Background: an optimization exercise with open tools, aiming at small area, a short achievable clock period and few clock cycles. Do not read the settings as production practice.
No functional check of the RTL was part of any run shown here.
Power is estimated from default activity; no workload was simulated.

**design/flow/design.v**
```verilog
module ramp_rom (
    input  wire [7:0] addr,
    output reg  [6:0] t
);
    always @(*) begin
        case (addr)
            8'd0: t = 7'd120;
            8'd1: t = 7'd72;
            8'd2: t = 7'd56;
            8'd3: t = 7'd47;
            8'd4: t = 7'd41;
            8'd5: t = 7'd37;
            8'd6: t = 7'd34;
            8'd7: t = 7'd31;
            8'd8: t = 7'd29;
            8'd9: t = 7'd27;
            8'd10: t = 7'd25;
            8'd11: t = 7'd23;
            8'd12: t = 7'd22;
            8'd13: t = 7'd21;
            8'd14: t = 7'd20;
            8'd15: t = 7'd19;
            8'd16: t = 7'd18;
            8'd17: t = 7'd17;
            8'd18: t = 7'd16;
            8'd19: t = 7'd15;
            8'd20: t = 7'd14;
            8'd21: t = 7'd13;
            8'd22: t = 7'd12;
            8'd23: t = 7'd11;
            8'd24: t = 7'd10;
            8'd25: t = 7'd9;
            8'd26: t = 7'd8;
            8'd27: t = 7'd7;
            8'd28: t = 7'd6;
            8'd29: t = 7'd5;
            8'd30: t = 7'd4;
            8'd31: t = 7'd3;
            8'd32: t = 7'd2;
            8'd33: t = 7'd1;
            default: t = 7'd0;
        endcase
    end
endmodule
module ramp_tab (
    input  wire [5:0] k,
    output reg  [6:0] t,
    output reg  [6:0] g,
    output reg  [6:0] gd
);
    always @(*) begin
        case (k)
            6'd0: begin t = 7'd120; g = 7'd120; gd = 7'd4; end
            6'd1: begin t = 7'd72; g = 7'd72; gd = 7'd120; end
            6'd2: begin t = 7'd56; g = 7'd56; gd = 7'd72; end
            6'd3: begin t = 7'd47; g = 7'd47; gd = 7'd56; end
            6'd4: begin t = 7'd41; g = 7'd41; gd = 7'd47; end
            6'd5: begin t = 7'd37; g = 7'd37; gd = 7'd41; end
            6'd6: begin t = 7'd34; g = 7'd34; gd = 7'd37; end
            6'd7: begin t = 7'd31; g = 7'd31; gd = 7'd34; end
            6'd8: begin t = 7'd29; g = 7'd29; gd = 7'd31; end
            6'd9: begin t = 7'd27; g = 7'd27; gd = 7'd29; end
            6'd10: begin t = 7'd25; g = 7'd25; gd = 7'd27; end
            6'd11: begin t = 7'd23; g = 7'd23; gd = 7'd25; end
            6'd12: begin t = 7'd22; g = 7'd22; gd = 7'd23; end
            6'd13: begin t = 7'd21; g = 7'd21; gd = 7'd22; end
            6'd14: begin t = 7'd20; g = 7'd20; gd = 7'd21; end
            6'd15: begin t = 7'd19; g = 7'd19; gd = 7'd20; end
            6'd16: begin t = 7'd18; g = 7'd18; gd = 7'd19; end
            6'd17: begin t = 7'd17; g = 7'd17; gd = 7'd18; end
            6'd18: begin t = 7'd16; g = 7'd16; gd = 7'd17; end
            6'd19: begin t = 7'd15; g = 7'd15; gd = 7'd16; end
            6'd20: begin t = 7'd14; g = 7'd14; gd = 7'd15; end
            6'd21: begin t = 7'd13; g = 7'd13; gd = 7'd14; end
            6'd22: begin t = 7'd12; g = 7'd12; gd = 7'd13; end
            6'd23: begin t = 7'd11; g = 7'd11; gd = 7'd12; end
            6'd24: begin t = 7'd10; g = 7'd10; gd = 7'd11; end
            6'd25: begin t = 7'd9; g = 7'd9; gd = 7'd10; end
            6'd26: begin t = 7'd8; g = 7'd8; gd = 7'd9; end
            6'd27: begin t = 7'd7; g = 7'd7; gd = 7'd8; end
            6'd28: begin t = 7'd6; g = 7'd6; gd = 7'd7; end
            6'd29: begin t = 7'd5; g = 7'd5; gd = 7'd6; end
            6'd30: begin t = 7'd4; g = 7'd4; gd = 7'd5; end
            6'd31: begin t = 7'd3; g = 7'd4; gd = 7'd4; end
            6'd32: begin t = 7'd2; g = 7'd4; gd = 7'd4; end
            6'd33: begin t = 7'd1; g = 7'd4; gd = 7'd4; end
            6'd34: begin t = 7'd0; g = 7'd4; gd = 7'd4; end
            default: begin t = 7'd0; g = 7'd4; gd = 7'd4; end
        endcase
    end
endmodule
module ramp_axis (
    input  wire        tick,        
    input  wire [31:0] pos,
    input  wire [31:0] rem,
    input  wire [19:0] cru,
    input  wire [19:0] cnt,
    input  wire [5:0]  acc,
    input  wire        pulse,
    input  wire        sched,
    input  wire        lo,
    input  wire        pend,
    input  wire        dirp,
    output wire        due,         
    output wire [31:0] n_pos,
    output wire [31:0] n_rem,
    output reg  [19:0] n_cnt,
    output reg  [5:0]  n_acc,
    output reg         n_pulse,
    output reg         n_sched,
    output reg         n_lo
);
    wire        at_tgt  = (rem == 32'd0);
    wire [19:0] cnt_now = (tick && cnt != 20'd0) ? cnt - 20'd1 : cnt;
    wire        due0    = (cnt[19:1] == 19'd0) && (tick || !cnt[0]);
    wire        due2    = (cnt[19:2] == 18'd0) && (tick || cnt[1:0] != 2'd3);
    assign      due     = sched && (lo ? due2 : due0);
    wire        decel = (rem[31:6] == 26'd0) && (rem[5:0] <= acc);
    wire [6:0]  tv, gv, gdv;
    ramp_tab u_tab (.k(acc), .t(tv), .g(gv), .gd(gdv));
    wire        cru_ok = ({13'd0, tv} <= cru);
    wire [19:0] cru4   = (cru[19:2] == 18'd0) ? 20'd4 : cru;
    wire [19:0] dfall  = decel ? {13'd0, gdv} : (cru_ok ? cru4 : {13'd0, gv});
    wire        prim_hi = !pend && (cru >= 20'd120);
    wire prime = !sched && !at_tgt;
    wire fall  = due && pulse && !at_tgt;
    wire stp   = prime || fall;
    assign n_pos = stp ? (dirp ? pos + 32'd1 : pos - 32'd1) : pos;
    assign n_rem = stp ? rem - 32'd1 : rem;
    always @(*) begin
        n_cnt   = cnt_now;
        n_acc   = acc;
        n_pulse = pulse;
        n_sched = sched;
        n_lo    = lo;
        if (prime) begin
            n_sched = 1'b1;
            n_lo    = 1'b0;
            n_cnt   = prim_hi ? cru : 20'd120;
            n_acc   = (pend || prim_hi) ? 6'd0 : 6'd1;
        end else if (due) begin
            if (!pulse) begin
                n_pulse = 1'b1;
                n_lo    = 1'b0;
                n_cnt   = 20'd2;
            end else if (at_tgt) begin
                n_pulse = 1'b0;
                n_sched = 1'b0;
                n_lo    = 1'b0;
                n_cnt   = 20'd0;
            end else begin
                n_pulse = 1'b0;
                n_lo    = 1'b1;
                n_cnt   = dfall;
                n_acc   = decel ? acc - 6'd1 : (cru_ok ? acc : acc + 6'd1);
            end
        end
    end
endmodule
module cnc_motion_core (
    input  wire        clk,
    input  wire        rst,
    input  wire        op_valid,
    output wire        op_ready,
    input  wire [1:0]  op_code,
    input  wire        op_offer,
    input  wire [8:0]  op_addr,
    input  wire [31:0] cmd_dx,
    input  wire [31:0] cmd_dy,
    input  wire [31:0] cmd_dz,
    input  wire [31:0] cmd_speed,
    output reg         rsp_valid,
    output wire        rsp_halted,
    output reg         rsp_consumed,
    output reg  [31:0] rsp_data,
    output wire [2:0]  step,
    output wire [2:0]  dir
);
    localparam [1:0] OP_TICK = 2'd0, OP_POLL = 2'd1, OP_READ = 2'd2, OP_SMON = 2'd3;
    localparam [4:0] D_IDLE = 5'd0,
                     D_LD   = 5'd1,    
                     D_ABS  = 5'd2,    
                     D_OVF  = 5'd3,    
                     D_OVC  = 5'd4,
                     D_CHK  = 5'd5,    
                     D_SQ   = 5'd6,    
                     D_SQX  = 5'd7,
                     D_SQA  = 5'd8,    
                     D_SQB  = 5'd9,
                     D_DONE = 5'd10,   
                     A_INIT = 5'd11,   
                     A_MUL  = 5'd12,   
                     A_DIV  = 5'd13,   
                     A_WB   = 5'd14,
                     B_INIT = 5'd15,   
                     B_DIV  = 5'd16,   
                     B_W1   = 5'd17,
                     B_W2A  = 5'd18,
                     B_W2   = 5'd19,
                     D_END  = 5'd20;   
    reg [127:0] q1;               
    reg [1:0]   qlen;
    reg [1:0]   rr_slot;
    reg         halted;
    reg [1:0]   fault_cause;
    reg [1:0]   fault_axis;
    reg         rdy;              
    reg [2:0]   ra_oh;            
    reg [31:0] pos   [0:2];
    reg [31:0] rem   [0:2];       
    reg [19:0] cru   [0:2];
    reg [19:0] cnt   [0:2];
    reg [5:0]  acc   [0:2];
    reg [2:0]  pulse, sched, pend, dirp, lo;
    reg [4:0]  dst;
    reg [1:0]  dax;
    reg [5:0]  dj;
    reg [5:0]  kp;                
    reg [5:0]  ks;                
    reg [2:0]  mov;               
    reg        fast;              
    reg        p_take;
    reg        p_intake;
    reg        ovf_r;
    reg [1:0]  ovf_ax;
    reg [34:0] dh;                
    reg [34:0] db;                
    reg        ben, bsub;         
    reg        sqf;               
    reg [31:0] dl;                
    reg [33:0] dsr;               
    reg [31:0] dd;                
    reg        rt;                
    reg [1:0]  rt_ax;
    reg        smon_p;            
    reg [1:0]  smon_slot;
    assign rsp_halted = halted;
    assign op_ready   = rdy;
    assign step = pulse;
    assign dir  = dirp;
    wire [2:0] ax_on;
    wire [2:0] ax_pdue;           
    genvar g;
    generate
        for (g = 0; g < 3; g = g + 1) begin : gen_ax
            assign ax_on[g]   = (rem[g] == 32'd0) && !sched[g];
            assign ax_pdue[g] = pend[g] && sched[g] && (cnt[g][19:2] == 18'd0) &&
                                (cnt[g][1:0] != 2'd3);
        end
    endgenerate
    wire all_on = &ax_on;
    wire pdue   = |ax_pdue;
    function [31:0] sel32;
        input [2:0] oh;
        input [31:0] a0, a1, a2;
        begin
            sel32 = ({32{oh[0]}} & a0) | ({32{oh[1]}} & a1) | ({32{oh[2]}} & a2);
        end
    endfunction
    wire [31:0] r_pos   = sel32(ra_oh, pos[0], pos[1], pos[2]);
    wire [31:0] r_rem   = sel32(ra_oh, rem[0], rem[1], rem[2]);
    wire [19:0] r_cru   = sel32(ra_oh, {12'd0, cru[0]}, {12'd0, cru[1]}, {12'd0, cru[2]});
    wire [19:0] r_cnt   = sel32(ra_oh, {12'd0, cnt[0]}, {12'd0, cnt[1]}, {12'd0, cnt[2]});
    wire [5:0]  r_acc   = sel32(ra_oh, {26'd0, acc[0]}, {26'd0, acc[1]}, {26'd0, acc[2]});
    wire        r_pulse = |(ra_oh & pulse);
    wire        r_sched = |(ra_oh & sched);
    wire        r_lo    = |(ra_oh & lo);
    wire        r_pend  = |(ra_oh & pend);
    wire        r_dirp  = |(ra_oh & dirp);
    wire [31:0] n_pos, n_rem;
    wire [19:0] n_cnt;
    wire [5:0]  n_acc;
    wire        n_pulse, n_sched, n_lo, p_due;
    ramp_axis u_poll (
        .tick    (!smon_p),
        .pos     (r_pos),
        .rem     (r_rem),
        .cru     (r_cru),
        .cnt     (r_cnt),
        .acc     (r_acc),
        .pulse   (r_pulse),
        .sched   (r_sched),
        .lo      (r_lo),
        .pend    (r_pend),
        .dirp    (r_dirp),
        .due     (p_due),
        .n_pos   (n_pos),
        .n_rem   (n_rem),
        .n_cnt   (n_cnt),
        .n_acc   (n_acc),
        .n_pulse (n_pulse),
        .n_sched (n_sched),
        .n_lo    (n_lo)
    );
    wire [31:0] q_v [0:2];
    assign q_v[0] = q1[31:0];
    assign q_v[1] = q1[63:32];
    assign q_v[2] = q1[95:64];
    wire [31:0] q_s = q1[127:96];
    reg         xa_pos, xinv, xsx, xcin;
    always @(*) begin
        xa_pos = 1'b0;
        xinv   = 1'b0;
        xsx    = 1'b0;
        xcin   = 1'b0;
        if (rt) begin
            xa_pos = 1'b1;
            xinv   = !r_dirp;
            xcin   = xinv;
        end else if (dst == D_ABS) begin
            xsx  = 1'b1;
            xinv = r_rem[31];
            xcin = xinv;
        end else if (dst == D_OVF) begin
            xa_pos = 1'b1;
            xinv   = q_v[dax][31];
            xcin   = xinv;
        end else if (dst == A_INIT) begin
            xcin   = r_sched;
        end
    end
    wire [32:0] xa = xa_pos ? {r_pos[31], r_pos} : 33'd0;
    wire [32:0] xb = {xsx & r_rem[31], r_rem} ^ {33{xinv}};
    wire [32:0] xs = xa + xb + {32'd0, xcin};
    wire        ovf = (xs[32] != xs[31]);
    wire [34:0] bop = (db & {35{ben}}) ^ {35{bsub}};
    wire [34:0] ms  = dh + bop + {34'd0, bsub};
    wire        msn = ms[34];
    function [5:0] blen;
        input [31:0] x;
        integer k;
        begin
            blen = 6'd0;
            for (k = 0; k < 32; k = k + 1)
                if (x[k]) blen = k + 1;
        end
    endfunction
    wire [5:0] kv   = blen(rem[0] | rem[1] | rem[2]);
    wire [5:0] kq   = blen(q_s);
    wire fast_ok    = (ks >= kp + 6'd2);    
    wire drop       = (kv == 6'd0 || kq == 6'd0);
    wire spd_zero   = (dl == 32'd0);
    wire [1:0] sq_nax = (dax == 2'd2) ? 2'd0 : dax + 2'd1;
    wire [5:0] sq_nj  = (dax == 2'd2) ? dj + 6'd1 : dj;
    wire accept  = op_valid && rdy;
    wire run_op  = accept && !halted;
    wire do_tick = run_op && (op_code == OP_TICK);
    wire [1:0] ps = smon_p ? smon_slot : rr_slot;
    wire poll_live = (qlen != 2'd0) && (ps != 2'd3);
    wire own_c = rt || dst == D_ABS || dst == D_OVF || dst == D_CHK || dst == D_SQ ||
                 ((dst == A_INIT || dst == B_INIT) && dax != 2'd3 && mov[dax]) ||
                 dst == B_W1 || dst == B_W2A || dst == B_W2;
    wire smon_go   = smon_p && !own_c && !pdue;
    wire tick_poll = do_tick && poll_live;
    wire smon_poll = smon_go && poll_live;
    wire poll_wr   = tick_poll || smon_poll;
    wire       q0       = (qlen == 2'd0);
    wire       q1n      = (qlen == 2'd1);
    wire       q2       = (qlen == 2'd2);
    wire       take     = op_offer && !q2;
    wire       need_dec = op_offer ? (q0 || all_on) : (q2 && all_on);
    wire [1:0] qlen_p   = op_offer ? (q0 ? 2'd1 : (q1n && !all_on) ? 2'd2 : qlen)
                                   : (all_on && !q0) ? qlen - 2'd1 : qlen;
    wire [6:0]  rom_t;
    ramp_rom u_rd_rom (.addr(op_addr[7:0]), .t(rom_t));
    reg  [31:0] rd_val;
    always @(*) begin
        case (op_addr[3:0])
            4'd0: rd_val = pos[0];
            4'd1: rd_val = pos[1];
            4'd2: rd_val = pos[2];
            4'd6: rd_val = {22'd0, qlen, 3'd0, halted, fault_cause, fault_axis};
            default: rd_val = 32'd0;
        endcase
        if (op_addr[8]) rd_val = {25'd0, rom_t};
    end
    wire rd_tgt = !op_addr[8] && (op_addr[3:0] == 4'd3 || op_addr[3:0] == 4'd4 ||
                                  op_addr[3:0] == 4'd5);
    reg [4:0] dst_n;
    reg [1:0] dax_n, rr_n, qlen_n, smon_slot_n, rt_ax_n, cause_n, faxis_n;
    reg [2:0] mov_n;
    reg       rt_n, smon_p_n, fast_n, halted_n, rsp_valid_n, dec_go;
    reg [4:0] dst_dn;             
    always @(*) begin
        dst_n       = dst;
        dax_n       = dax;
        rr_n        = rr_slot;
        qlen_n      = qlen;
        smon_slot_n = smon_slot;
        rt_ax_n     = rt_ax;
        cause_n     = fault_cause;
        faxis_n     = fault_axis;
        mov_n       = mov;
        rt_n        = 1'b0;
        smon_p_n    = smon_p;
        fast_n      = fast;
        halted_n    = halted;
        rsp_valid_n = 1'b0;
        dec_go      = 1'b0;
        if (accept) begin
            case (op_code)
                OP_TICK: begin
                    if (!halted) rr_n = rr_slot + 2'd1;
                    rsp_valid_n = 1'b1;
                end
                OP_SMON: begin
                    smon_slot_n = op_addr[1:0];
                    if (halted || qlen == 2'd0 || op_addr[1:0] == 2'd3)
                        rsp_valid_n = 1'b1;
                    else
                        smon_p_n = 1'b1;
                end
                OP_READ: begin
                    rt_ax_n = op_addr[1:0] + 2'd1;
                    if (rd_tgt) rt_n = 1'b1;
                    else        rsp_valid_n = 1'b1;
                end
                default: begin  
                    if (halted) begin
                        rsp_valid_n = 1'b1;
                    end else if (need_dec) begin
                        dec_go = 1'b1;
                    end else begin
                        qlen_n      = qlen_p;
                        rsp_valid_n = 1'b1;
                    end
                end
            endcase
        end
        if (smon_go) begin
            smon_p_n    = 1'b0;
            rsp_valid_n = 1'b1;
        end
        if (rt) rsp_valid_n = 1'b1;
        if (!rt) begin
            case (dst)
                D_LD:  begin dst_n = D_ABS; dax_n = 2'd0; end
                D_ABS: begin
                    dax_n = (dax == 2'd2) ? 2'd0 : dax + 2'd1;
                    if (dax == 2'd2) dst_n = D_OVF;
                end
                D_OVF: begin
                    dax_n = (dax == 2'd2) ? 2'd0 : dax + 2'd1;
                    if (dax == 2'd2) dst_n = D_OVC;
                end
                D_OVC: begin
                    if (ovf_r) begin
                        halted_n    = 1'b1;
                        cause_n     = 2'd2;
                        faxis_n     = ovf_ax;
                        rsp_valid_n = 1'b1;
                        dst_n       = D_IDLE;
                    end else begin
                        dst_n = D_CHK;
                    end
                end
                D_CHK: begin
                    mov_n = {rem[2] != 32'd0, rem[1] != 32'd0, rem[0] != 32'd0};
                    dax_n = 2'd0;
                    if (drop) begin
                        rsp_valid_n = 1'b1;
                        qlen_n      = p_intake ? 2'd0 : 2'd1;
                        dst_n       = D_IDLE;
                    end else begin
                        dst_n = D_SQ;
                    end
                end
                D_SQ: begin
                    dax_n = sq_nax;
                    if (dax == 2'd2 && dj + 6'd1 == kp) dst_n = D_SQX;
                end
                D_SQX: dst_n = D_SQA;
                D_SQA: dst_n = D_SQB;
                D_SQB: dst_n = (dj == 6'd1) ? D_DONE : D_SQA;
                D_DONE: begin
                    fast_n = fast_ok;
                    dst_n  = A_INIT;
                    dax_n  = 2'd0;
                    if (fast_ok) begin
                        rsp_valid_n = 1'b1;
                        qlen_n      = 2'd1;
                    end
                end
                A_INIT: begin
                    if (dax == 2'd3) begin
                        dst_n = B_INIT;
                        dax_n = 2'd0;
                    end else if (mov[dax]) begin
                        dst_n = A_MUL;
                    end else begin
                        dax_n = dax + 2'd1;
                    end
                end
                A_MUL: if (dj == 6'd1) dst_n = A_DIV;
                A_DIV: if (dj == 6'd1) dst_n = A_WB;
                A_WB: begin
                    if (spd_zero) begin
                        halted_n    = 1'b1;
                        cause_n     = 2'd1;
                        faxis_n     = dax;
                        rsp_valid_n = 1'b1;
                        dst_n       = D_IDLE;
                    end else begin
                        dst_n = A_INIT;
                        dax_n = dax + 2'd1;
                    end
                end
                B_INIT: begin
                    if (dax == 2'd3) begin
                        if (fast) begin
                            dst_n  = D_IDLE;
                            fast_n = 1'b0;
                        end else begin
                            dst_n = D_END;
                        end
                    end else if (mov[dax]) begin
                        dst_n = B_DIV;
                    end else begin
                        dax_n = dax + 2'd1;
                    end
                end
                B_DIV: if (dj == 6'd1) dst_n = B_W1;
                B_W1:  dst_n = B_W2A;
                B_W2A: dst_n = B_W2;
                B_W2: begin
                    dst_n = B_INIT;
                    dax_n = dax + 2'd1;
                end
                D_END: begin
                    rsp_valid_n = 1'b1;
                    qlen_n      = 2'd1;
                    dst_n       = D_IDLE;
                end
                default: ;
            endcase
        end
        dst_dn = dst_n;
        if (dec_go) dst_n = D_LD;
    end
    wire steal_n = ((dst_dn == A_INIT || dst_dn == B_INIT) && dax_n != 2'd3 && mov_n[dax_n]) ||
                   dst_dn == B_W1 || dst_dn == B_W2A || dst_dn == B_W2;
    wire own_n   = rt_n || dst_dn == D_ABS || dst_dn == D_OVF || dst_dn == D_CHK ||
                   dst_dn == D_SQ || steal_n;
    wire [1:0] sqn_n = (dax_n == 2'd2) ? 2'd0 : dax_n + 2'd1;
    wire [1:0] xi_n  = rt_n ? rt_ax_n : (dst_dn == D_SQ) ? sqn_n : dax_n;
    wire [1:0] ps_n  = smon_p_n ? smon_slot_n : rr_n;
    wire [1:0] ra_n  = own_n ? xi_n : ((ps_n == 2'd3) ? 2'd0 : ps_n);
    wire busy_n  = rt_n || smon_p_n || dec_go || (dst_dn != D_IDLE && !fast_n);
    wire rdy_n   = !busy_n && !steal_n && !pdue;
    always @(posedge clk) begin
        if (rst) begin
            dst         <= D_IDLE;
            rr_slot     <= 2'd0;
            qlen        <= 2'd0;
            rt          <= 1'b0;
            smon_p      <= 1'b0;
            fast        <= 1'b0;
            halted      <= 1'b0;
            fault_cause <= 2'd0;
            fault_axis  <= 2'd3;
            rsp_valid   <= 1'b0;
            rdy         <= 1'b1;
            ra_oh       <= 3'b001;
        end else begin
            dst         <= dst_n;
            rr_slot     <= rr_n;
            qlen        <= qlen_n;
            rt          <= rt_n;
            smon_p      <= smon_p_n;
            fast        <= fast_n;
            halted      <= halted_n;
            fault_cause <= cause_n;
            fault_axis  <= faxis_n;
            rsp_valid   <= rsp_valid_n;
            rdy         <= rdy_n;
            ra_oh       <= {ra_n == 2'd2, ra_n == 2'd1, ra_n == 2'd0};
        end
        dax       <= dax_n;
        smon_slot <= smon_slot_n;
        rt_ax     <= rt_ax_n;
        mov       <= mov_n;
    end
    wire pause = rt;
    wire [2:0] w_sel = ra_oh;
    wire [19:0] spd_sat = (dl[31:20] != 12'd0) ? 20'hfffff : dl[19:0];
    wire clr_rem = !pause && ((dst == D_OVC && ovf_r) || (dst == D_CHK && drop) ||
                              (dst == A_WB && spd_zero));
    wire commit  = !pause && ((dst == D_DONE && fast_ok) || dst == D_END);
    integer a;
    always @(posedge clk) begin
        for (a = 0; a < 3; a = a + 1) begin
            if (rst) begin
                pos[a]   <= 32'd0;
                rem[a]   <= 32'd0;
                pulse[a] <= 1'b0;
                sched[a] <= 1'b0;
                pend[a]  <= 1'b0;
                dirp[a]  <= 1'b0;
            end else begin
                if (poll_wr && w_sel[a]) begin
                    pos[a]   <= n_pos;
                    rem[a]   <= n_rem;
                    pulse[a] <= n_pulse;
                    sched[a] <= n_sched;
                end
                if (!pause && dst == D_LD)                rem[a] <= q_v[a];
                if (!pause && dst == D_ABS && dax == a)   rem[a] <= xs[31:0];
                if (clr_rem)                              rem[a] <= 32'd0;
                if (commit && mov[a]) begin
                    dirp[a]  <= !q_v[a][31];
                    pulse[a] <= 1'b0;
                    sched[a] <= 1'b0;
                    pend[a]  <= (dst == D_DONE);
                end
                if (!pause && dst == B_W2 && dax == a) pend[a] <= 1'b0;
            end
        end
    end
    always @(posedge clk) begin
        for (a = 0; a < 3; a = a + 1) begin
            if (poll_wr && w_sel[a]) begin
                cnt[a] <= n_cnt;
                acc[a] <= n_acc;
                lo[a]  <= n_lo;
            end else if (do_tick && cnt[a] != 20'd0) begin
                cnt[a] <= cnt[a] - 20'd1;
            end
            if (!pause && dst == A_WB && dax == a) cru[a] <= spd_sat;
            if (commit && mov[a]) begin
                acc[a] <= 6'd0;
                cnt[a] <= 20'd0;
            end
            if (!pause && dst == B_W2 && dax == a) begin
                cru[a] <= dl[19:0];
                if (sched[a]) begin
                    if (!dh[34]) cnt[a] <= ms[19:0];
                    else         acc[a] <= 6'd1;
                end
            end
        end
    end
    always @(posedge clk) begin
        if (accept) begin
            rsp_consumed <= 1'b0;
            rsp_data     <= (op_code == OP_READ) ? rd_val : 32'd0;
            if (op_code == OP_POLL) begin
                if (!halted && take) q1 <= {cmd_speed, cmd_dz, cmd_dy, cmd_dx};
                if (!halted && !need_dec) rsp_consumed <= take;
                p_take   <= take;
                p_intake <= (qlen == 2'd0);
            end
        end
        if (rt) rsp_data <= xs[31:0];
        if (!pause) begin
            case (dst)
                D_ABS: ovf_r <= 1'b0;
                D_OVF: if (!ovf_r && ovf) begin
                    ovf_r  <= 1'b1;
                    ovf_ax <= dax;
                end
                D_CHK: begin
                    ks   <= kq;
                    kp   <= kv + {5'd0, kv[0]};
                    dh   <= 35'd0;
                    dl   <= 32'd0;
                    db   <= {3'd0, r_rem};
                    ben  <= r_rem[0];
                    bsub <= 1'b0;
                    dj   <= 6'd0;
                    if (drop) rsp_consumed <= p_take;
                end
                D_SQ: begin
                    if (dax == 2'd2)
                        {dh[33:0], dl} <= {ms[33:0], dl} >> 1;
                    else
                        dh <= ms;
                    dj  <= sq_nj;
                    db  <= {3'd0, r_rem};
                    ben <= r_rem[sq_nj[4:0]];
                end
                D_SQX: begin
                    dsr  <= {dh[31:0], dl[31:30]};
                    dl   <= {dl[29:0], 2'b00};
                    dh   <= {33'd0, dh[33:32]};
                    db   <= 35'd1;
                    ben  <= 1'b1;
                    bsub <= 1'b1;
                    dj   <= 6'd17 + {1'b0, kp[5:1]};
                end
                D_SQA: sqf <= msn;
                D_SQB: begin
                    dh  <= {(sqf ? dh[32:0] : ms[32:0]), dsr[33:32]};
                    dsr <= {dsr[31:0], dl[31:30]};
                    dl  <= {dl[29:0], 2'b00};
                    db  <= {db[33:2], !sqf, 2'b01};
                    dj  <= dj - 6'd1;
                end
                D_DONE: begin
                    dd  <= db[33:2];
                    dsr <= {2'd0, q_s};
                    if (fast_ok) rsp_consumed <= p_take;
                end
                A_INIT: begin
                    db   <= {3'd0, xs[31:0]};
                    bsub <= 1'b0;
                    ben  <= dsr[0];
                    dh   <= 35'd0;
                    dl   <= dsr[31:0];
                    dj   <= ks;
                end
                A_MUL: begin
                    {dh[33:0], dl} <= {ms[33:0], dl} >> 1;
                    ben <= dl[1];
                    dj  <= dj - 6'd1;
                end
                A_DIV: begin
                    if (dj == 6'd0) begin
                        dh   <= {dh[33:0], dl[31]};
                        dl   <= {dl[30:0], 1'b0};
                        db   <= {3'd0, dd};
                        ben  <= 1'b1;
                        bsub <= 1'b1;
                        dj   <= ks;
                    end else begin
                        dh   <= {ms[33:0], dl[31]};
                        dl   <= {dl[30:0], !msn};
                        bsub <= !msn;
                        dj   <= dj - 6'd1;
                    end
                end
                B_INIT: begin
                    dh   <= 35'd1;
                    dl   <= 32'hE848_0000;
                    db   <= {15'd0, r_cru};
                    ben  <= 1'b1;
                    bsub <= 1'b1;
                    dj   <= 6'd20;
                end
                B_DIV: begin
                    dh   <= {ms[33:0], dl[31]};
                    dl   <= {dl[30:0], !msn};
                    bsub <= !msn;
                    dj   <= dj - 6'd1;
                end
                B_W1: begin
                    dh   <= {15'd0, dl[19:0]};
                    db   <= 35'd120;
                    bsub <= 1'b1;
                end
                B_W2A: begin
                    dh   <= ms;                   
                    db   <= {15'd0, r_cnt};
                    bsub <= 1'b0;
                end
                D_END: rsp_consumed <= p_take;
                default: ;
            endcase
        end
    end
endmodule
```
**design/flow/run.sh**
```bash
#!/bin/bash
# synth_recipe.tcl (not shown) runs the flow's synth.tcl, then flattens the netlist and writes it again
# the make line also repeats each setting of config.mk as NAME=value (left out here)
make -C /OpenROAD-flow-scripts/flow DESIGN_CONFIG=/design/flow/config.mk WORK_HOME=/design/flow/orfs CLKGATE_MAP_FILE= SYNTH_SCRIPT=/design/flow/synth_recipe.tcl finish
```
**design/flow/config.mk**
```make
export PLATFORM = sky130hd
export DESIGN_NAME = cnc_motion_core
export DESIGN_NICKNAME = cnc_motion_core
export VERILOG_FILES = /design/flow/design.v
export SDC_FILE = /design/flow/constraint.sdc
export NUM_CORES = 4
export LEC_CHECK = 0
export CAP_MARGIN = 20
export CORE_MARGIN = 2
export CORE_UTILIZATION = 30
export PLACE_DENSITY = 0.5
export SLEW_MARGIN = 20
```
**design/flow/constraint.sdc**
```tcl
create_clock -name core_clock -period 16.0 [get_ports {clk}]
set_input_delay 3.2000 -clock core_clock [delete_from_list [all_inputs] [get_ports {clk}]]
set_output_delay 3.2000 -clock core_clock [all_outputs]
set_load 0.01 [all_outputs]
```
==> metrics.cfg, run 1 <==
[clock_tree]
cts_tree=yes
clkSlewWorstSetupHoldPaths_ns=0.06
cts.path.max_buffers=3
post_cts_resized=0
cts_setup_buffers=0
clk_latency_ns=0.72
ctsHoldBuffers=0
cts_made_buffers=87
cts-root-buf=clkbuf_16
htree_num_levels=3
cts_sinks=730

[floorplan]
ios=185
die_height_um=398
dieArea_um2=158000
initial_utilization_pct=30.2
dieWidth_um=398
coreArea_um2=154000
rows=144

[timing]
worst-slew-pin-transition_ns=1.27
finalHoldViolCount=0
fmax_ghz=0.134
relSlewSlack_pct=15.0
rsz0062_at_grt=no
fin_crit_sh_pct=46.7
tns_ns=0
slew_viol_final=0
setup-violations-final=0
period_needed_ns=7.46
finClkSkew_ns=0.0317

[grt]
grt_usage_pct=25.3
antenna_found_initial=15
grt_pass1_wl_um=300000
grt_pass1_vias=42700
grt_start_max_net_pins=92
grt_overflow=0

[synthesis]
ys_warn_count=9
synthTopCellsByCount=nand2_1 (687), nor2_1 (458), edfxtp_1 (416)
synth.yosys.seq_area_share_pct=40.4
mappedNetlistArea_um2=46500
synthTopCellsByArea=edfxtp_1 (27%), dfxtp_1 (14%), nand2_1 (5.5%)
synth_ff_type=edfxtp_1
syn_area_per_cell_um2=8.81
synth_seq_cells=730
yosys.area.top_type=edfxtp_1
yosysTopAreaCellShare_pct=26.8
synth_fp_nets=5585
synth-edff-count=416
ys_async_sr_fraction_pct=0
yosys.cell_types.count=105
yosysMostFrequentCell=nand2_1
synth_cells=5280

[route]
finalWirelength_um=207000
routed-via-count=45200
drcViolationCount=0
first_pass_iters=14
detail-route-antenna-nets=0
avgRoutedWirePerCell_um=27.6
viasPerCell=6.04
drtIter0Drc=6222

[critical_path]
arrival_ns=8.06
path_cells=clkdlybuf4s50_1 -> nand2_1 -> or4_1 -> o21ai_0 -> nand3_4 -> inv_2 -> buf_4 -> nor2_1 -> a31oi_1 -> o21ai_0
crit_start=op_valid
cp-end-kind=flip-flop
crit_slowest_cell=buf_4
worst-setup-path-type=input port to flip-flop
start_kind=input port
r2r-start=ra_oh[1]$_SDFF_PP0_
reg2reg_depth=18
slowest_delay_ns=0.78
crit_top_cell=o21ai_0
crit_required_ns=16.60
cp_max_fo=53

[power]
power_frac_comb_pct=45.6
internal_power_uw=4500
finalPower_uw=8190
max-vdd-ir-drop_uv=95.7
p_seq_share_pct=29.6
powerDensity_nw_per_um2=152
clkPwrFrac_pct=24.7
sw_frac_of_total_pct=45.1
p_leak_uw=0.0189
p_sw_uw=3700

[outcome]
status=finished clean

[finish]
drive_gt1_share_pct=7.76
final_nets=5670
area_growth_pct=15.9

[place]
port_buffers=184
gp_congestion=0.961
dp_hpwl_um=149000

[worst_hold_path]
min_path_type=flip-flop to flip-flop
min_delay_path_depth=2
hp-start=acc[2][4]$_DFF_P_

[job]
drv_cap=0

==> cell type report <==
class	count	area, µm²
fill	15900	100000
multi-input combinational	4066	26100
sequential	730	18800
timing repair buffer	360	3160
tap	2044	2560
clock buffer	116	2360
clock inverter	48	475
inverter	120	453
antenna	4	10.0
==> cell usage in the layout, fill, tap and decap left out, types with 68 or more instances in the layout <==
master / n
ha_1: 157
inv_1: 116
xnor2_1: 205
dfxtp_1: 310
buf_4: 174
clkdlybuf4s50_1: 183
a21o_1: 68
nand2b_1: 104
nor3_1: 124
a211oi_1: 118
nor4_1: 71
o211ai_1: 69
nor2_1: 446
a21oi_1: 356
o21ai_0: 295
nand3_1: 113
nand2_1: 687
a22oi_1: 88
edfxtp_1: 416
xor2_1: 71
clkbuf_16: 88
a222oi_1: 171
==> power by group through the flow <==
stage	logic [µW]	registers [µW]	clock network, µW
final	3740	2430	2020
after global placement	3620	2450	0
after global routing	3930	2440	2130
after floorplan	2170	2330	0
after CTS	3630	2410	2060
after detailed placement	3610	2450	0
==> stage by stage <==
stage               cells  worst slack [ns]  util, %  cell area, µm²  hold slack (ns)
detailed placement   7318              7.98     33.1           51000            0.447
global route         7486              8.39     35.0           53900            0.486
CTS                  7482              8.74     35.0           53800            0.455
floorplan            5280              8.49        -           46500            0.432
global placement     7316              8.07     33.1           51000            0.440
finish               7488              8.54     35.0           53900            0.453
==> metal layers <==
| layer | GRT usage (%) | vias up | part of all wire, % |
|---|---|---|---|
| met2 | 38.7 | 2403 | 44 |
| met3 | 4.07 | 441 | 8.7 |
| li1 | - | 20300 | - |
| met1 | 34.9 | 22100 | 43 |
| met5 | 0 | - | 0.027 |
| met4 | 11.4 | 8 | 4.8 |
==> logic make-up (layout without fill, tap and decap cells) <==
group	after synthesis	after routing	synth area share (%)
AO/OA/AOI/OAI	1701	1701	25.8
multiplexers	58	58	1.32
AND/OR/NAND/NOR	1862	1862	18.7
adder cells (fa/ha/maj)	162	162	4.42
XOR/XNOR	283	283	5.33
buffers and inverters	484	644	4.15
other	0	4	0
flip-flops	730	730	40.4
==> worst max-delay path, delay by kind of cell <==
family	cells	cell delay [ns]
buffers and inverters	3	2.17
and+or+nand+nor	4	1.83
AOI/OAI and AO/OA	3	0.75
==> path summary, 6_finish.rpt <==
path / to / slack [ns]
setup / recovery: cnt[2][19]$_DFF_P_ / 8.54
hold / removal: acc[2][4]$_DFF_P_ / 0.45
setup reg to reg: db[28]$_DFFE_PP_ / 9.18
hold reg to reg: acc[2][4]$_DFF_P_ / 0.45
==> sequential cells by signal, summed over array words and instances (netlist names), 34 cells and up <==
| register | flops |
|---|---|
| pos | 96 |
| q1 | 128 |
| dsr | 34 |
| cnt | 60 |
| dh | 35 |
| cru | 60 |
| rem | 96 |
| db | 35 |
==> run 2: changes to the inputs <==
==> design/flow/flow/run.sh (new file) <==
#!/bin/bash
# The standard layout (the standard.sh, standard synthesis included),
# with ORFS's timing repair asked to aim for a larger setup slack than the
# default, so that it works on paths that already meet the clock.
set -euo pipefail
bash standard.sh SETUP_SLACK_MARGIN=10 finish > flow_make.log 2>&1
==> design/flow/standard.sh (new file) <==
#!/bin/bash
# synth_recipe.tcl (not shown) runs the flow's synth.tcl, then flattens the netlist and writes it again
# the make line also repeats each setting of config.mk as NAME=value (left out here)
make -C /OpenROAD-flow-scripts/flow DESIGN_CONFIG=/design/flow/config.mk WORK_HOME=/design/flow/orfs CLKGATE_MAP_FILE= SYNTH_SCRIPT=/design/flow/synth_recipe.tcl "${@:-finish}"
removed: design/flow/run.sh
==> run 2 against run 1 <==
  * Sequential share of layout area decreased by 0.42 points
  * Routed wire length increased by 1.5%
  * Setup slack improved by 1.5 ns
  * Flip-flop and latch count unchanged
  * Die area unchanged
  * Area after synthesis unchanged
  * First-iteration DRC count increased by 5.3%
  * Synthesized cell count unchanged
  * Highest routed layer unchanged
  * Still clean
  * Non-clock buffer count increased by 20
  * Critical path type unchanged
  * Clock-buffer cell count decreased by 6
==> metrics.cfg, run 2 <==
[clock_tree]
cts_tree=yes
cts.path.max_buffers=3
clk_latency_ns=0.73
cts_sinks=730
clkSlewWorstSetupHoldPaths_ns=0.07
htree_num_levels=3
cts-root-buf=clkbuf_16
ctsHoldBuffers=0
cts_made_buffers=85

[finish]
area_growth_pct=17.3
final_util_pct=35.4
largest_register=q1
fin_cells=7507
layout_commonest_cell=nand2_1
drive_gt1_share_pct=8.85
final_nets=5693
final_area_um2=54600
largest_reg_flops=128
top_regs=q1 (128), pos (96), rem (96)
final_cell_mix=nand2_1 (685), nor2_1 (447), edfxtp_1 (416)

[synthesis]
synth_cells=5280
ys_async_sr_fraction_pct=0
syn_area_per_cell_um2=8.81
yosysMostFrequentCell=nand2_1
synth.yosys.seq_area_share_pct=40.4
yosys.area.top_type=edfxtp_1
yosys.cell_types.count=105
yosysTopAreaCellShare_pct=26.8
synth_fp_nets=5585
synth_ff_type=edfxtp_1
mappedNetlistArea_um2=46500
synth-edff-count=416
synthTopCellsByArea=edfxtp_1 (27%), dfxtp_1 (14%), nand2_1 (5.5%)
ys_warn_count=9
synth_seq_cells=730
synthTopCellsByCount=nand2_1 (687), nor2_1 (458), edfxtp_1 (416)

[critical_path]
r2r-start=dst[1]$_SDFF_PP0_
slowest_delay_ns=0.66
rrSetupSlack_ns=10.18
cp-end-kind=flip-flop
reg2reg_to=ovf_ax[0]$_DFFE_PP_
crit_required_ns=16.61
reg2reg_depth=18
crit_slowest_cell=clkdlybuf4s50_1
worst-setup-path-type=input port to flip-flop
path_cells=clkdlybuf4s50_1 -> nand2_1 -> or4_4 -> a21oi_1 -> nand3_1 -> nor3_2 -> nor3b_1 -> xnor2_1 -> nand2_1 -> a32o_1
cp_max_fo=8
crit_top_cell=nand2_1
start_kind=input port
critPathBufInv=1
crit_family=simple AND/OR/NAND/NOR gates
arrival_ns=6.60

[power]
sw_frac_of_total_pct=44.6
clkPwrFrac_pct=25.1
power_frac_comb_pct=45.7
powerDensity_nw_per_um2=152
internal_power_uw=4600
p_leak_uw=0.0191
max-vdd-ir-drop_uv=112
p_sw_uw=3710
p_seq_share_pct=29.2

[timing]
fin_crit_sh_pct=37.4
setup-violations-final=0
slew_viol_final=0
finClkSkew_ns=0.0485
finalHoldViolCount=0
rsz0062_at_grt=yes
worst-slew-pin-transition_ns=1.25
period_needed_ns=5.98
tns_ns=0
fmax_ghz=0.167
relSlewSlack_pct=16.5
fin_ws_ns=10.02

[place]
placed_area_um2=51000
gp_congestion=0.946
dp_cells=7315
place_ws_ns=7.88
port_buffers=184
dp_hpwl_um=148000

[route]
finalWirelength_um=210000
drtIter0Drc=6550
drcViolationCount=0
detail-route-antenna-nets=0
first_pass_iters=9
avgRoutedWirePerCell_um=28.0
viasPerCell=6.08
routed-via-count=45600

[floorplan]
rows=144
dieWidth_um=398
coreArea_um2=154000
initial_utilization_pct=30.2
dieArea_um2=158000
die_height_um=398
ios=185

[grt]
grt_pass1_wl_um=302000
grt_usage_pct=25.5
grt_overflow=0
antenna_found_initial=12
grt_pass1_vias=42700
grt_start_max_net_pins=117

[worst_hold_path]
min_delay_path_depth=2
hp-start=acc[2][4]$_DFF_P_
min_path_type=flip-flop to flip-flop
min_to=acc[2][4]$_DFF_P_

[job]
drv_cap=0

[outcome]
status=finished clean

## run 2: cell counts after synthesis
No cell type changed its count.
## run 2: how the worst max path moves through the flow
stage | from | endpoint | slack, ns | cells after the start
after CTS | dst[1]$_SDFF_PP0_ | db[30]$_DFFE_PP_ | 10.00 | 23
after global placement | op_valid | rem[2][22]$_SDFFE_PP0P_ | 7.94 | 11
final | op_valid | cnt[1][16]$_DFF_P_ | 10.02 | 10
after detailed placement | op_valid | sched[0]$_SDFFE_PP0P_ | 7.88 | 9
after global routing | op_valid | cnt[1][16]$_DFF_P_ | 9.94 | 10
after floorplan | op_valid | rsp_consumed$_DFF_P_ | 10.08 | 7
## run 2: worst register-to-register path, delay by kind of cell, from the launching register on
family / cells / cell delay [ns]
xor+xnor: 2 / 0.34
buf+inv: 2 / 0.43
flops: 1 / 0.36
compound gates: 7 / 1.72
fa+ha+maj: 2 / 0.93
simple gates: 5 / 1.73
## run 2: power groups by stage
stage	sequential [µW]	clock [µW]	combinational, µW
after detailed placement	2440	0	3590
final	2420	2080	3800
after global placement	2440	0	3590
after global routing	2430	2180	3960
after floorplan	2330	0	2170
after CTS	2410	2110	3630
## run 2: timing repair
action,4_1_cts,5_1_grt
setup endpoints to repair,278,111
gates cloned,5,1
gates resized for setup,33,42
pin swaps,8,4
setup buffers,14,7
## run 2: layer usage
metal	global-route usage, %	vias to the layer above	routed length, µm
met2	39.4	2501	92600
met4	11.3	4	9630
met5	0	-	26
met1	35.2	22300	89400
li1	-	20300	-
met3	3.72	454	18300
## run 2: stage by stage
| stage | hold slack (ns) | power [µW] |
|---|---|---|
| 2_1_floorplan | 0.432 | 4500 |
| 4_1_cts | 0.453 | 8150 |
| 5_1_grt | 0.462 | 8570 |
| 3_5_place_dp | 0.445 | 6030 |
| 3_3_place_gp | 0.439 | 6040 |
| 6_report | 0.453 | 8300 |
## run 2: area by class of cell
| class | count | area, µm² |
|---|---|---|
| clock buffer | 110 | 2330 |
| antenna | 4 | 10.0 |
| inverter | 120 | 478 |
| fill | 15900 | 99500 |
| tap | 2044 | 2560 |
| multi-input combinational | 4071 | 26400 |
| timing repair buffer | 380 | 3460 |
| sequential | 730 | 18800 |
| clock inverter | 48 | 564 |
## run 2: cell families (layout without fill, tap and decap cells)
group	Yosys count	in the layout	synth area share [%]
other cells	0	4	0
fa+ha+maj	162	162	4.42
mux	58	58	1.32
simple gates	1862	1867	18.7
compound gates	1701	1701	25.8
buf+inv	484	658	4.15
flops	730	730	40.4
xor+xnor	283	283	5.33
==> run 3: changes to the inputs <==
--- a/design/flow/design.v
+++ b/design/flow/design.v
@@ -298,26 +298,6 @@
     assign q_v[2] = q1[95:64];
     wire [31:0] q_s = q1[127:96];
-    reg         xa_pos, xinv, xsx, xcin;
-    always @(*) begin
-        xa_pos = 1'b0;
-        xinv   = 1'b0;
-        xsx    = 1'b0;
-        xcin   = 1'b0;
-        if (rt) begin
-            xa_pos = 1'b1;
-            xinv   = !r_dirp;
-            xcin   = xinv;
-        end else if (dst == D_ABS) begin
-            xsx  = 1'b1;
-            xinv = r_rem[31];
-            xcin = xinv;
-        end else if (dst == D_OVF) begin
-            xa_pos = 1'b1;
-            xinv   = q_v[dax][31];
-            xcin   = xinv;
-        end else if (dst == A_INIT) begin
-            xcin   = r_sched;
-        end
-    end
+    reg         xa_pos, xinv, xsx, xainit;
+    wire        xcin = xinv | (xainit & r_sched);
     wire [32:0] xa = xa_pos ? {r_pos[31], r_pos} : 33'd0;
     wire [32:0] xb = {xsx & r_rem[31], r_rem} ^ {33{xinv}};
@@ -546,4 +526,9 @@
     wire [1:0] ps_n  = smon_p_n ? smon_slot_n : rr_n;
     wire [1:0] ra_n  = own_n ? xi_n : ((ps_n == 2'd3) ? 2'd0 : ps_n);
+    wire xa_pos_n = rt_n || dst_dn == D_OVF;
+    wire xinv_n   = rt_n ? !dirp[rt_ax_n] :
+                    (dst_dn == D_ABS || dst_dn == D_OVF) ? q_v[dax_n][31] : 1'b0;
+    wire xsx_n    = !rt_n && dst_dn == D_ABS;
+    wire xainit_n = !rt_n && dst_dn == A_INIT;
     wire busy_n  = rt_n || smon_p_n || dec_go || (dst_dn != D_IDLE && !fast_n);
     wire rdy_n   = !busy_n && !steal_n && !pdue;
@@ -577,4 +562,8 @@
         end
         dax       <= dax_n;
+        xa_pos    <= xa_pos_n;
+        xinv      <= xinv_n;
+        xsx       <= xsx_n;
+        xainit    <= xainit_n;
         smon_slot <= smon_slot_n;
         rt_ax     <= rt_ax_n;
==> run 3 against run 2 <==
  * Final cell count barely moved
  * Area after synthesis fell by 0.63%
  * Total power rose by 21%
  * Clock power barely moved
  * Global-route usage rose by 0.52 points
  * Critical path type is now flip-flop to flip-flop
==> metrics.cfg, run 3 <==
[outcome]
status=finished clean

[timing]
fin_crit_sh_pct=36.6
slew_viol_final=0
finClkSkew_ns=0.0555
fmax_ghz=0.171
rsz0062_at_grt=no
finalHoldWorstSlack_ns=0.459
finalHoldViolCount=0
setup-violations-final=0
tns_ns=0
period_needed_ns=5.85
relSlewSlack_pct=14.4
worst-slew-pin-transition_ns=1.28

[synthesis]
synth.yosys.seq_area_share_pct=40.8
synthAdderAreaFrac_pct=4.58
synth_fp_nets=5567
synthTopCellsByArea=edfxtp_1 (27%), dfxtp_1 (14%), nand2_1 (5.4%)
synth_seq_cells=734
mappedNetlistArea_um2=46200
synth_ff_type=edfxtp_1
syn_area_per_cell_um2=8.79
synthMuxAreaShare_pct=0.874
yosysMostFrequentCell=nand2_1
ys_async_sr_fraction_pct=0
synthTopCellsByCount=nand2_1 (662), nor2_1 (467), edfxtp_1 (416)
synth_cells=5257
synth-edff-count=416
ys_warn_count=9
synth-simple-area-share_pct=18.8
synth_compound_area_share_pct=25.6
synth_top_family_by_area=compound AO/OA/AOI/OAI gates
yosys.cell_types.count=97
synth-xor-area-share_pct=5.35
yosys.area.top_type=edfxtp_1
yosysTopAreaCellShare_pct=27.0

[power]
max-vdd-ir-drop_uv=135
finalPower_uw=10000
powerDensity_nw_per_um2=186
p_leak_uw=0.0192

[critical_path]
crit_family=compound AO/OA/AOI/OAI gates
slowest_delay_ns=0.61
crit_required_ns=16.61
critPathBufInv=2
worst-setup-path-type=flip-flop to flip-flop
start_kind=flip-flop
arrival_ns=6.46
crit_slowest_cell=or4_1
crit_top_cell=a2111oi_0
cp_max_fo=43
path_cells=nor3_1 -> o31ai_1 -> a2111oi_0 -> o41ai_1 -> a2111oi_0 -> o41ai_1 -> a2111oi_0 -> o41a_1 -> o21ai_0 -> nor2_1 -> inv_1 -> ha_1 -> nand3_1 -> or4_1 -> o21ai_2 -> nand2_1 -> a21oi_2 -> or2_2 -> buf_6 -> nor2_4 -> a22o_1
cp-end-kind=flip-flop

[finish]
top_regs=q1 (128), pos (96), rem (96)
largest_register=q1
final_nets=5686
drive_gt1_share_pct=8.20
area_growth_pct=17.1
final_cell_mix=nand2_1 (658), nor2_1 (456), edfxtp_1 (416)
layout_commonest_cell=nand2_1
largest_reg_flops=128
fillers=15900

[place]
dp_hpwl_um=156000
port_buffers=184
gp_congestion=0.980

[job]
drv_cap=0

[floorplan]
coreArea_um2=154000
die_height_um=397
rows=144
ios=185
initial_utilization_pct=30.1
dieArea_um2=157000
dieWidth_um=397

[grt]
grt_overflow=0
antenna_found_initial=2
grt_usage_pct=26.0
grt_pass1_vias=42000
grt_pass1_wl_um=304000
grt_start_max_net_pins=79

[route]
dr_wl_met2_um=91900
detail-route-antenna-nets=0
drtIter0Drc=5850
wl_met3_um=20300
finalWirelength_um=213000
viasPerCell=6.06
first_pass_iters=11
met1_length_um=92000
highest-signal-layer=met5
routed-via-count=45400
drcViolationCount=0
avgRoutedWirePerCell_um=28.4

[clock_tree]
cts.path.max_buffers=3
cts_sinks=734
ctsHoldBuffers=0
cts_made_buffers=91
clkSlewWorstSetupHoldPaths_ns=0.06
cts_tree=yes
cts-root-buf=clkbuf_16
htree_num_levels=3
clk_latency_ns=0.76

[worst_hold_path]
min_path_type=flip-flop to flip-flop

==> run 3: cell types whose count changed in the layout (fill, tap and decap cells not counted), sizes merged, moves of 18 or more <==
cell    previous run  this run
o21ai            313       353
nand2            689       662
a211oi           120        85
nor2b             30        54
a222oi           171       138
xnor2            209       191
a22oi             90       142
==> run 3: path summary, 6_finish.rpt <==
kind / start / to / slack (ns) / cells after the start
worst min-delay path: acc[1][2]$_DFF_P_ / acc[1][2]$_DFF_P_ / 0.46 / 2
worst max register to register: rem[0][1]$_SDFFE_PP0P_ / rem[0][12]$_SDFFE_PP0P_ / 10.15 / 21
worst max-delay path: rem[0][1]$_SDFFE_PP0P_ / rem[0][12]$_SDFFE_PP0P_ / 10.15 / 21
worst min register to register: acc[1][2]$_DFF_P_ / acc[1][2]$_DFF_P_ / 0.46 / 2
==> run 3: worst reg2reg max path: cells and delay by family, from the launching register on <==
family,cells,cell delay (ns)
AOI/OAI and AO/OA,11,3.05
adders and majority gates,1,0.14
and+or+nand+nor,7,1.57
buffers and inverters,2,0.45
DFF,1,0.50
==> run 3: cell families after synthesis <==
family          count (synthesis)
compound gates               1711
flops                         734
fa+ha+maj                     167
simple gates                 1857
buf+inv                       467
xor+xnor                      281
mux                            40
==> run 3: what timing repair did <==
| item | CTS | global route |
|---|---|---|
| pin swaps | 1 | 12 |
| buffers inserted | 2 | 20 |
| gates resized for setup | 18 | 27 |
| gates cloned | 0 | 2 |
| endpoints found under the setup margin | 230 | 124 |
==> run 3: stage by stage <==
stage	instance area, µm²	util (%)	setup WS (ns)	cells
finish	54100	35.3	10.15	7500
global route	54100	35.3	10.01	7498
CTS	53800	35.1	9.96	7475
detailed placement	50700	33.0	8.55	7302
global placement	50700	33.0	8.57	7299
floorplan	46300	-	8.47	5257
==> run 3: power breakdown <==
| group | switching [µW] | total, µW | internal [µW] |
|---|---|---|---|
| Sequential | 397 | 2700 | 2310 |
| Combinational | 3610 | 5230 | 1620 |
| Clock | 914 | 2110 | 1200 |
==> run 3: layer usage <==
layer	up-vias	GRT usage (%)
li1	20200	-
met1	22400	36.6
met2	2440	39.1
met3	379	5.39
met4	2	9.75
met5	-	0
==> run 3: final cells by class <==
type	instances	area, µm²	area share, %
diodes	2	5.00	0.00924
clock buffers	121	2470	4.56
clock inverters	50	538	0.994
inverters	122	482	0.890
multi-input cells	4057	25900	47.9
flip-flops and latches	734	18900	34.9
well taps	2044	2560	4.72
repair buffers	369	3290	6.07
repair inverters	1	5.00	0.00924
==> run 4: changes to the inputs <==
--- a/design/flow/flow/run.sh
+++ b/design/flow/flow/run.sh
@@ -4,3 +4,3 @@
 # default, so that it works on paths that already meet the clock.
 set -euo pipefail
-bash standard.sh SETUP_SLACK_MARGIN=10 finish > flow_make.log 2>&1
+bash standard.sh SETUP_SLACK_MARGIN=12 finish > flow_make.log 2>&1
==> run 4 against run 3 <==
  * Still clean on timing, DRC and antenna
  * Routed wire length is 17% higher
  * Flip-flop and latch count stayed put
  * First-iteration DRC count is 27% higher
  * Largest cell class unchanged
  * Largest power group unchanged
==> metrics.cfg, run 4 <==
[critical_path]
crit_required_ns=16.58
rrSetupSlack_ns=11.12
r2r-start=rem[1][0]$_SDFFE_PP0P_
cp-end-kind=flip-flop
slowest_delay_ns=0.59
cp_max_fo=6
worst-setup-path-type=flip-flop to flip-flop
reg2reg_depth=19
path_cells=o31ai_4 -> a2111oi_4 -> o41ai_2 -> a2111oi_2 -> o41ai_2 -> a2111oi_2 -> o41a_1 -> o21ai_2 -> nor2_2 -> inv_1 -> ha_2 -> nand3_2 -> or4_4 -> o21a_4 -> a21boi_4 -> o221a_4 -> a31oi_4 -> or4b_4 -> o311ai_4
arrival_ns=5.46
start_kind=flip-flop
crit_slowest_cell=or4b_4
reg2reg_to=ra_oh[0]$_SDFF_PP1_

[power]
p_leak_uw=0.0255
max-vdd-ir-drop_uv=163
powerDensity_nw_per_um2=179

[place]
placed_area_um2=51000
place_ws_ns=8.78
gp_congestion=1.01
dp_hpwl_um=154000
port_buffers=184

[finish]
area_growth_pct=48.6
largest_reg_flops=128
layout_commonest_cell=nand2_1
fillers=14400
n_antenna_cell=0
top_regs=q1 (128), pos (96), rem (96)
final_nets=6350
final_util_pct=44.8
multiInputGateArea_um2=31400
largest_register=q1
final_cell_mix=nand2_1 (577), buf_4 (425), edfxtp_1 (416)
final_area_um2=68700
regArea_um2=18900
drive_gt1_share_pct=31.9

[grt]
grt_usage_pct=29.6
grt_overflow=0
grt_pass1_vias=47100
antenna_found_initial=6
grt_start_max_net_pins=58
grt_pass1_wl_um=342000

[clock_tree]
cts_tree=yes
cts_sinks=734
ctsHoldBuffers=0
htree_num_levels=3
clkSlewWorstSetupHoldPaths_ns=0.06
cts.path.max_buffers=3
clk_latency_ns=0.77
cts-root-buf=clkbuf_16
cts_made_buffers=91

[floorplan]
ios=185
dieArea_um2=157000
coreArea_um2=154000
die_height_um=397
initial_utilization_pct=30.1
rows=144
dieWidth_um=397

[synthesis]
synthTopCellsByArea=edfxtp_1 (27%), dfxtp_1 (14%), nand2_1 (5.4%)
synth_fp_nets=5567
synth_ff_type=edfxtp_1
synthTopCellsByCount=nand2_1 (662), nor2_1 (467), edfxtp_1 (416)
synth_seq_cells=734
syn_area_per_cell_um2=8.79
mappedNetlistArea_um2=46200
ys_warn_count=9
yosysTopAreaCellShare_pct=27.0
synth-edff-count=416
yosys.cell_types.count=97
synth.yosys.seq_area_share_pct=40.8
synth_cells=5257
ys_async_sr_fraction_pct=0
yosys.area.top_type=edfxtp_1
yosysMostFrequentCell=nand2_1

[timing]
relSlewSlack_pct=6.09
fin_crit_sh_pct=30.5
tns_ns=0
slew_viol_final=0
finalHoldViolCount=0
rsz0062_at_grt=yes
fmax_ghz=0.205
setup-violations-final=0
finClkSkew_ns=0.0769
fin_ws_ns=11.12
worst-slew-pin-transition_ns=1.40
period_needed_ns=4.88

[route]
routed-via-count=50600
drtIter0Drc=7458
avgRoutedWirePerCell_um=30.5
first_pass_iters=13
detail-route-antenna-nets=0
finalWirelength_um=249000
viasPerCell=6.21
drcViolationCount=0

[job]
drv_cap=0

[worst_hold_path]
min_path_type=flip-flop to flip-flop
min_to=acc[0][1]$_DFF_P_
min_delay_path_depth=2
hp-start=acc[0][1]$_DFF_P_

[outcome]
status=finished clean

run 4: repair_timing:
| action | in CTS | in global routing |
|---|---|---|
| buffers inserted | 451 | 139 |
| gates cloned | 90 | 13 |
| pin swaps | 335 | 333 |
| endpoints found under the setup margin | 607 | 572 |
| resized for setup | 1329 | 581 |
run 4: per-layer routing:
layer | share of wire, % | global-route usage [%] | vias to the layer above | wire length, µm
li1 | - | - | 21700 | -
met2 | 42 | 44.2 | 3203 | 106000
met3 | 11 | 7.06 | 827 | 27100
met1 | 38 | 38.1 | 24900 | 95300
met4 | 8.2 | 19.0 | 8 | 20500
met5 | 0.025 | 0 | - | 61
run 4: report_power, final:
group / switching (µW) / internal, µW / total, µW
registers: 405 / 2310 / 2710
clock network: 947 / 1220 / 2160
logic: 4610 / 2780 / 7390
run 4: cells by family (layout without fill, tap and decap cells):
logic type	Yosys count	in the layout	share of synthesized area, %
buffers and inverters	467	1314	4.02
multiplexers	40	40	0.874
AO/OA/AOI/OAI	1711	1711	25.6
XOR/XNOR	281	281	5.35
flip-flops	734	734	40.8
AND/OR/NAND/NOR	1857	1867	18.8
adder cells (fa/ha/maj)	167	167	4.58
run 4: layout make-up:
class,count,area share [%]
inverter,122,0.803
timing repair buffer,1023,17.8
clock inverter,52,0.892
multi-input combinational,4066,45.7
sequential,734,27.5
clock buffer,115,3.58
tap,2044,3.72
timing repair inverter,2,0.0510
run 4: metrics by stage:
stage	hold slack (ns)	power [µW]	std cells
after CTS	0.456	11200	8003
final	0.463	12300	8158
after global placement	0.443	7710	7293
after global routing	0.488	12500	8158
after floorplan	0.436	5570	5257
after detailed placement	0.447	7690	7295
run 4: worst max path at each step:
| stage | depth (start not counted) | endpoint | slack, ns | from |
|---|---|---|---|---|
| finish | 19 | ra_oh[0]$_SDFF_PP1_ | 11.12 | rem[1][0]$_SDFFE_PP0P_ |
| global route | 20 | db[28]$_DFFE_PP_ | 11.02 | ra_oh[0]$_SDFF_PP1_ |
| CTS | 11 | cnt[1][14]$_DFF_P_ | 11.13 | op_valid |
| detailed placement | 10 | rem[2][15]$_SDFFE_PP0P_ | 8.78 | op_valid |
| global placement | 10 | rem[2][15]$_SDFFE_PP0P_ | 8.84 | op_valid |
| floorplan | 5 | rsp_consumed$_DFF_P_ | 8.47 | op_valid |
run 4: critical path, delay by kind of cell, from the launching register on:
| family | cells | cell delay, ns |
|---|---|---|
| AOI/OAI and AO/OA | 13 | 2.82 |
| DFF | 1 | 0.38 |
| buffers and inverters | 1 | 0.06 |
| and+or+nand+nor | 4 | 1.27 |
| adders and majority gates | 1 | 0.16 |
==> run 5: changes to the inputs <==
--- a/design/flow/flow/run.sh
+++ b/design/flow/flow/run.sh
@@ -4,3 +4,3 @@
 # default, so that it works on paths that already meet the clock.
 set -euo pipefail
-bash standard.sh SETUP_SLACK_MARGIN=12 finish > flow_make.log 2>&1
+bash standard.sh SETUP_SLACK_MARGIN=11 finish > flow_make.log 2>&1
==> run 5 against run 4 <==
  * Final cell count fell by 6.7%
  * Critical endpoint is now cnt[1][19]$_DFF_P_
  * Core utilization fell by 8.2 points
  * Total power fell by 15%
  * Still clean on timing, DRC and antenna
==> metrics.cfg, run 5 <==
[critical_path]
crit_family=simple AND/OR/NAND/NOR gates
reg2reg_depth=20
r2r-start=rem[0][0]$_SDFFE_PP0P_
crit_required_ns=16.55
path_cells=buf_2 -> or4_4 -> a31oi_4 -> buf_6 -> nand2_8 -> or3_4 -> nor3_4 -> xnor2_1 -> a21oi_1 -> o21ai_1 -> o21ai_1
crit_top_cell=o21ai_1
crit_slowest_cell=or4_4
crit_path_end=cnt[1][19]$_DFF_P_
start_kind=input port
cp-end-kind=flip-flop
cp_max_fo=7
crit_start=op_code[0]
critPathBufInv=2
worst-setup-path-type=input port to flip-flop
slowest_delay_ns=0.61
crit_cells=11
arrival_ns=5.53
rrSetupSlack_ns=11.03
reg2reg_to=ra_oh[0]$_SDFF_PP1_

[route]
drtIter0Drc=6332
drcViolationCount=0
viasPerCell=6.05
routed-via-count=46100
first_pass_iters=13
finalWirelength_um=217000
avgRoutedWirePerCell_um=28.5
detail-route-antenna-nets=0

[job]
drv_cap=0

[finish]
n_antenna_cell=0
drive_gt1_share_pct=12.1
final_cell_mix=nand2_1 (647), nor2_1 (449), edfxtp_1 (416)
largest_register=q1
multiInputGateArea_um2=26700
layout_commonest_cell=nand2_1
final_nets=5803
regArea_um2=18900
area_growth_pct=21.5
top_regs=q1 (128), pos (96), rem (96)
largest_reg_flops=128
fillers=15600

[synthesis]
synth-edff-count=416
synth_fp_nets=5567
synthTopCellsByArea=edfxtp_1 (27%), dfxtp_1 (14%), nand2_1 (5.4%)
synth_ff_type=edfxtp_1
yosys.cell_types.count=97
synth_seq_cells=734
syn_area_per_cell_um2=8.79
mappedNetlistArea_um2=46200
synth.yosys.seq_area_share_pct=40.8
synthTopCellsByCount=nand2_1 (662), nor2_1 (467), edfxtp_1 (416)
ys_async_sr_fraction_pct=0
synth_cells=5257
yosysTopAreaCellShare_pct=27.0
yosysMostFrequentCell=nand2_1
ys_warn_count=9
yosys.area.top_type=edfxtp_1

[grt]
grt_pass1_vias=42500
grt_usage_pct=26.3
antenna_found_initial=6
grt_pass1_wl_um=307000
grt_overflow=0
grt_start_max_net_pins=79

[floorplan]
dieArea_um2=157000
ios=185
initial_utilization_pct=30.1
dieWidth_um=397
die_height_um=397
rows=144
coreArea_um2=154000

[place]
gp_congestion=0.984
dp_hpwl_um=155000
port_buffers=184
place_ws_ns=8.16

[power]
p_leak_uw=0.0200
max-vdd-ir-drop_uv=170
finalPower_uw=10400
powerDensity_nw_per_um2=186

[timing]
tns_ns=0
fin_ws_ns=11.02
finClkSkew_ns=0.0833
relSlewSlack_pct=18.3
fmax_ghz=0.201
finalHoldViolCount=0
period_needed_ns=4.98
fin_crit_sh_pct=31.1
setup-violations-final=0
worst-slew-pin-transition_ns=1.21
rsz0062_at_grt=yes
finalHoldWorstSlack_ns=0.457
slew_viol_final=0

[worst_hold_path]
min_path_type=flip-flop to flip-flop

[clock_tree]
ctsHoldBuffers=0
cts_sinks=734
cts_made_buffers=88
htree_num_levels=3
cts-root-buf=clkbuf_16
cts.path.max_buffers=3
clk_latency_ns=0.75
clkSlewWorstSetupHoldPaths_ns=0.06
cts_tree=yes

[outcome]
status=finished clean

-- run 5: cell counts after synthesis --
No cell type changed its count.
-- run 5: cell families (layout without fill, tap and decap cells) --
logic type | Yosys count | in the layout | share of synthesized area (%)
and+or+nand+nor | 1857 | 1859 | 18.8
adders and majority gates | 167 | 167 | 4.58
buffers and inverters | 467 | 776 | 4.02
AOI/OAI and AO/OA | 1711 | 1711 | 25.6
DFF | 734 | 734 | 40.8
muxes | 40 | 40 | 0.874
xor gates and xnor gates | 281 | 281 | 5.35
-- run 5: power by group --
group          switching, µW  internal [µW]
sequential               402           2310
combinational           3790           1880
clock                    905           1160
total                   5100           5340
-- run 5: final cells by class --
| class | count | area share (%) |
|---|---|---|
| timing repair buffer | 487 | 8.15 |
| inverter | 122 | 0.909 |
| multi-input combinational | 4058 | 47.6 |
| tap | 2044 | 4.55 |
| clock inverter | 51 | 1.02 |
| clock buffer | 114 | 4.15 |
| sequential | 734 | 33.6 |
| timing repair inverter | 2 | 0.0245 |
-- run 5: layer usage --
metal / GRT usage (%) / vias to the layer above / wire (µm) / part of all wire, %
met5: 0 / - / 17 / 0.0078
met1: 35.8 / 22700 / 91900 / 42
met2: 40.2 / 2493 / 95200 / 44
li1: - / 20500 / - / -
met4: 10.3 / 4 / 9350 / 4.3
met3: 6.09 / 417 / 20800 / 9.6
-- run 5: worst min path at each step --
| stage | slack [ns] | from | to | depth (start not counted) |
|---|---|---|---|---|
| 6_report | 0.46 | acc[0][1]$_DFF_P_ | acc[0][1]$_DFF_P_ | 2 |
| 5_1_grt | 0.47 | acc[0][1]$_DFF_P_ | acc[0][1]$_DFF_P_ | 2 |
| 4_1_cts | 0.46 | acc[0][1]$_DFF_P_ | acc[0][1]$_DFF_P_ | 2 |
| 3_5_place_dp | 0.45 | acc[1][1]$_DFF_P_ | acc[1][1]$_DFF_P_ | 2 |
| 3_3_place_gp | 0.44 | acc[1][2]$_DFF_P_ | acc[1][2]$_DFF_P_ | 2 |
| 2_1_floorplan | 0.44 | acc[2][1]$_DFF_P_ | acc[2][1]$_DFF_P_ | 2 |
-- run 5: stage by stage --
| stage | util [%] | cell area [µm²] | instances |
|---|---|---|---|
| final | 36.6 | 56200 | 7612 |
| after CTS | 36.0 | 55200 | 7570 |
| after global placement | 33.1 | 50800 | 7305 |
| after detailed placement | 33.1 | 50900 | 7311 |
| after floorplan | - | 46400 | 5257 |
| after global routing | 36.6 | 56200 | 7612 |
-- run 5: worst register-to-register path, cell delays in order (launching register included) --
cell       delay (ns)
dfxtp_4          0.38
o31ai_4          0.31
a2111oi_4        0.11
o41ai_2          0.40
a2111oi_2        0.13
o41ai_2          0.35
a2111oi_2        0.12
o41a_1           0.49
o21ai_2          0.19
nor2_2           0.07
inv_1            0.06
ha_2             0.17
nand3_2          0.06
or4_4            0.59
o21ai_4          0.15
buf_12           0.16
o21ai_4          0.06
o211a_1          0.14
o21a_2           0.24
or4b_4           0.54
o311ai_2         0.10
-- run 5: repair_timing --
item / CTS / global route
buffers inserted: 85 / 39
resized for setup: 144 / 127
gates cloned: 9 / 3
pin swaps: 42 / 53
setup endpoints to repair: 476 / 249

-- separate check: timing with driven ports --
The results above use ideal ports. As a check the final layouts listed here were re-extracted and re-timed, cells and wires unchanged.
Step 1, drivers: a clkbuf_16 drives clk and a buf_2 each remaining input, both assumed.
Step 2 adds t to the input delays and takes it off the output delays; t is the mean of the earliest and latest rising clock arrival at the registers after step 1. Input paths then give back, and output paths get back, about the clock's delay inside the block.
Slacks: ideal / step 1 / step 2; pairs: ideal / step 1.
| run | shift t [ns] | setup WS [ns] | hold slack, ns | latest minus earliest clock arrival (ns) |
|---|---|---|---|---|
| run 1 | 0.786 | 8.536 / 8.588 / 7.802 | 0.453 / 0.453 / 0.453 | 0.032 / 0.032 |
| run 2 | 0.782 | 10.016 / 10.054 / 9.273 | 0.453 / 0.453 / 0.453 | 0.048 / 0.049 |
| run 3 | 0.812 | 10.151 / 10.151 / 9.396 | 0.459 / 0.459 / 0.459 | 0.056 / 0.055 |
| run 4 | 0.804 | 11.122 / 11.094 / 10.290 | 0.463 / 0.463 / 0.463 | 0.078 / 0.077 |
| run 5 | 0.787 | 11.018 / 10.971 / 10.280 | 0.457 / 0.457 / 0.457 | 0.084 / 0.084 |
After both steps setup and hold are still met in every run listed. For run 4, which loses most, drivers alone change the setup slack by -0.028 ns; drivers and shift together by -0.832 ns.
